This is an optimization exercise on Yosys and OpenROAD, whose aim is small area, not a production implementation. In this exercise RTL edits were held to simulation tests only and were not proved equivalent to the original.

== main ==
// tis_engine
module tis_engine (
    input  wire        clk,
    input  wire        rst,           
    input  wire        cfg_spi,       
    input  wire        ms_tick,       
    input  wire        cmd_valid,
    input  wire [31:0] cmd_word,
    output wire        busy,
    output wire        done,
    output reg  [3:0]  res_code,
    output reg  [2:0]  res_sub,
    output reg  [31:0] res_val,
    output wire        cmd_rd_en,
    output wire [23:0] cmd_rd_addr,
    input  wire [7:0]  cmd_rd_data,
    output wire        rsp_wr_en,
    output wire [23:0] rsp_wr_addr,
    output wire [7:0]  rsp_wr_data,
    output wire        bus_req,
    output wire        bus_rd,
    output wire        bus_last,
    output wire [7:0]  bus_wdata,
    input  wire        bus_ack,
    input  wire [7:0]  bus_rdata,
    input  wire        bus_err,
    input  wire [7:0]  bus_err_code,
    output wire        spi_lock,
    input  wire        spi_gnt,
    input  wire        irq
);
Settings: LEC_CHECK=0, CAP_MARGIN=20, CORE_MARGIN=2, CORE_UTILIZATION=65, PLACE_DENSITY=0.75, SLEW_MARGIN=20; clock period 10.0 ns.
standard.sh (not shown) runs the stock make flow with config.mk's settings and CLKGATE_MAP_FILE= SYNTH_SCRIPT=/design/flow/synth_recipe.tcl, a recipe that flattens the netlist after the stock synthesis.
==> flow/flow/run.sh <==
#!/bin/bash
# Layout flow: the standard synthesis, its combinational gates re-mapped for
# area (flip-flops kept as they are), then the standard layout with the
# smallest buffer on the ports.
set -euo pipefail
W=$PWD
R=$W/orfs/results/$FLOW_PLATFORM/tis_engine/base
L=$W/orfs/logs/$FLOW_PLATFORM/tis_engine/base
LIB=$FLOW_HOME/platforms/$FLOW_PLATFORM/lib/sky130_fd_sc_hd__tt_025C_1v80.lib

# 1. standard synthesis
bash standard.sh synth > $W/synth.log 2>&1
cp $R/1_2_yosys.v $W/std_synth.v

# 2. re-map the combinational gates
DU=$(grep -m1 '^abc -script' $L/1_2_yosys.log | grep -oE -- '-dont_use [^ ]+' | awk '{print $2}' | tr '\n' ' ')
ffs() { grep -oE 'sky130_fd_sc_hd__(df|edf|sdf|dl|sdl)[a-z0-9_]* +[^ ]+ *\(' "$1" | tr -s ' ' | sort; }
ok=0
# the deep ABC script first, the plain one if it fails
for s in deep area; do
  mkdir -p $W/resyn_$s
  if bash flow/resyn.sh $W/std_synth.v $W/resyn_$s/resyn.v $FLOW_TOP $LIB $W/flow/$s.abc $W/resyn_$s.log $DU > $W/resyn_${s}_run.log 2>&1 &&
     [[ -s $W/resyn_$s/resyn.v ]] && diff <(ffs $W/std_synth.v) <(ffs $W/resyn_$s/resyn.v) > $W/ff_diff_$s.log 2>&1; then
    cp $W/resyn_$s/resyn.v $W/resyn.v
    ok=$s
    break
  fi
done
echo "resynthesis used: $ok" | tee $W/resyn_used.log
if [[ $ok != 0 ]]; then
  cp $W/resyn.v $R/1_2_yosys.v
  touch $R/1_2_yosys.v
fi

# 3. standard layout
export BUFFER_PORTS_ARGS="-buffer_cell sky130_fd_sc_hd__buf_1"
export CTS_ARGS="-sink_clustering_enable -repair_clock_nets -buf_list sky130_fd_sc_hd__clkbuf_4 -root_buf sky130_fd_sc_hd__clkbuf_4 -dont_use_dummy_load"
bash standard.sh finish > $W/layout.log 2>&1
Other scripts of this flow, unchanged in this note and not shown: flow/flow/area.abc, flow/flow/deep.abc, flow/flow/resyn.sh
Input-level comparison between the feature branch and main:
# main
export LEC_CHECK = 0
export CAP_MARGIN = 20
export CORE_MARGIN = 2
export CORE_UTILIZATION = 65
export PLACE_DENSITY = 0.75
export SLEW_MARGIN = 20
create_clock -name core_clock -period 10.0 [get_ports {clk}]
# the feature branch
export LEC_CHECK = 0
export CAP_MARGIN = 20
export CORE_MARGIN = 2
export CORE_UTILIZATION = 40
export PLACE_DENSITY = 0.6
export SLEW_MARGIN = 20
create_clock -name core_clock -period 10.0 [get_ports {clk}]
--- a/flow/flow/run.sh
+++ b/flow/flow/run.sh
@@ -35,4 +35,4 @@
 # 3. standard layout
 export BUFFER_PORTS_ARGS="-buffer_cell sky130_fd_sc_hd__buf_1"
-export CTS_ARGS="-sink_clustering_enable -repair_clock_nets -buf_list sky130_fd_sc_hd__clkbuf_4 -root_buf sky130_fd_sc_hd__clkbuf_4 -dont_use_dummy_load"
+export CTS_ARGS="-sink_clustering_enable -repair_clock_nets -buf_list sky130_fd_sc_hd__clkbuf_8 -root_buf sky130_fd_sc_hd__clkbuf_8 -dont_use_dummy_load"
 bash standard.sh finish > $W/layout.log 2>&1
### Flow results
- The feature branch: post-layout instance count excluding filler cells higher than main
- Max non-clock inverter instance count of the final layout across main and the feature branch: main
- Summary of the feature branch over main: total number of vias went down; fraction of final layout cells with drive strength greater than 1 did not really move.

-- what the ideal ports hide --
How much do the figures lean on ideal ports? The routed layouts below were timed once more, with nothing changed but the port constraints. Step 1 (the two cells are an assumption about what drives the block):
set clk [get_ports {clk}]
set_driving_cell -lib_cell sky130_fd_sc_hd__clkbuf_16 $clk
set_driving_cell -lib_cell sky130_fd_sc_hd__buf_2 [delete_from_list [all_inputs] $clk]
Step 2 moves the port delays by t, midway between the first and last clock arrival at a register: inputs arrive t later, outputs are due t later. That takes back most of the time a late clock gives input paths. a / b / c = ideal ports / drivers / drivers and shift; a / b = the first two.
run | t (ns) | setup WS [ns] | hold slack, ns | pins driven straight from the clock port
main | 0.579 | 2.301 / 2.301 / 2.301 | 0.483 / 0.483 / 0.483 | 1
the feature branch | 0.491 | 2.356 / 2.356 / 2.356 | 0.461 / 0.461 / 0.461 | 1
After both steps every run listed still meets setup and hold.
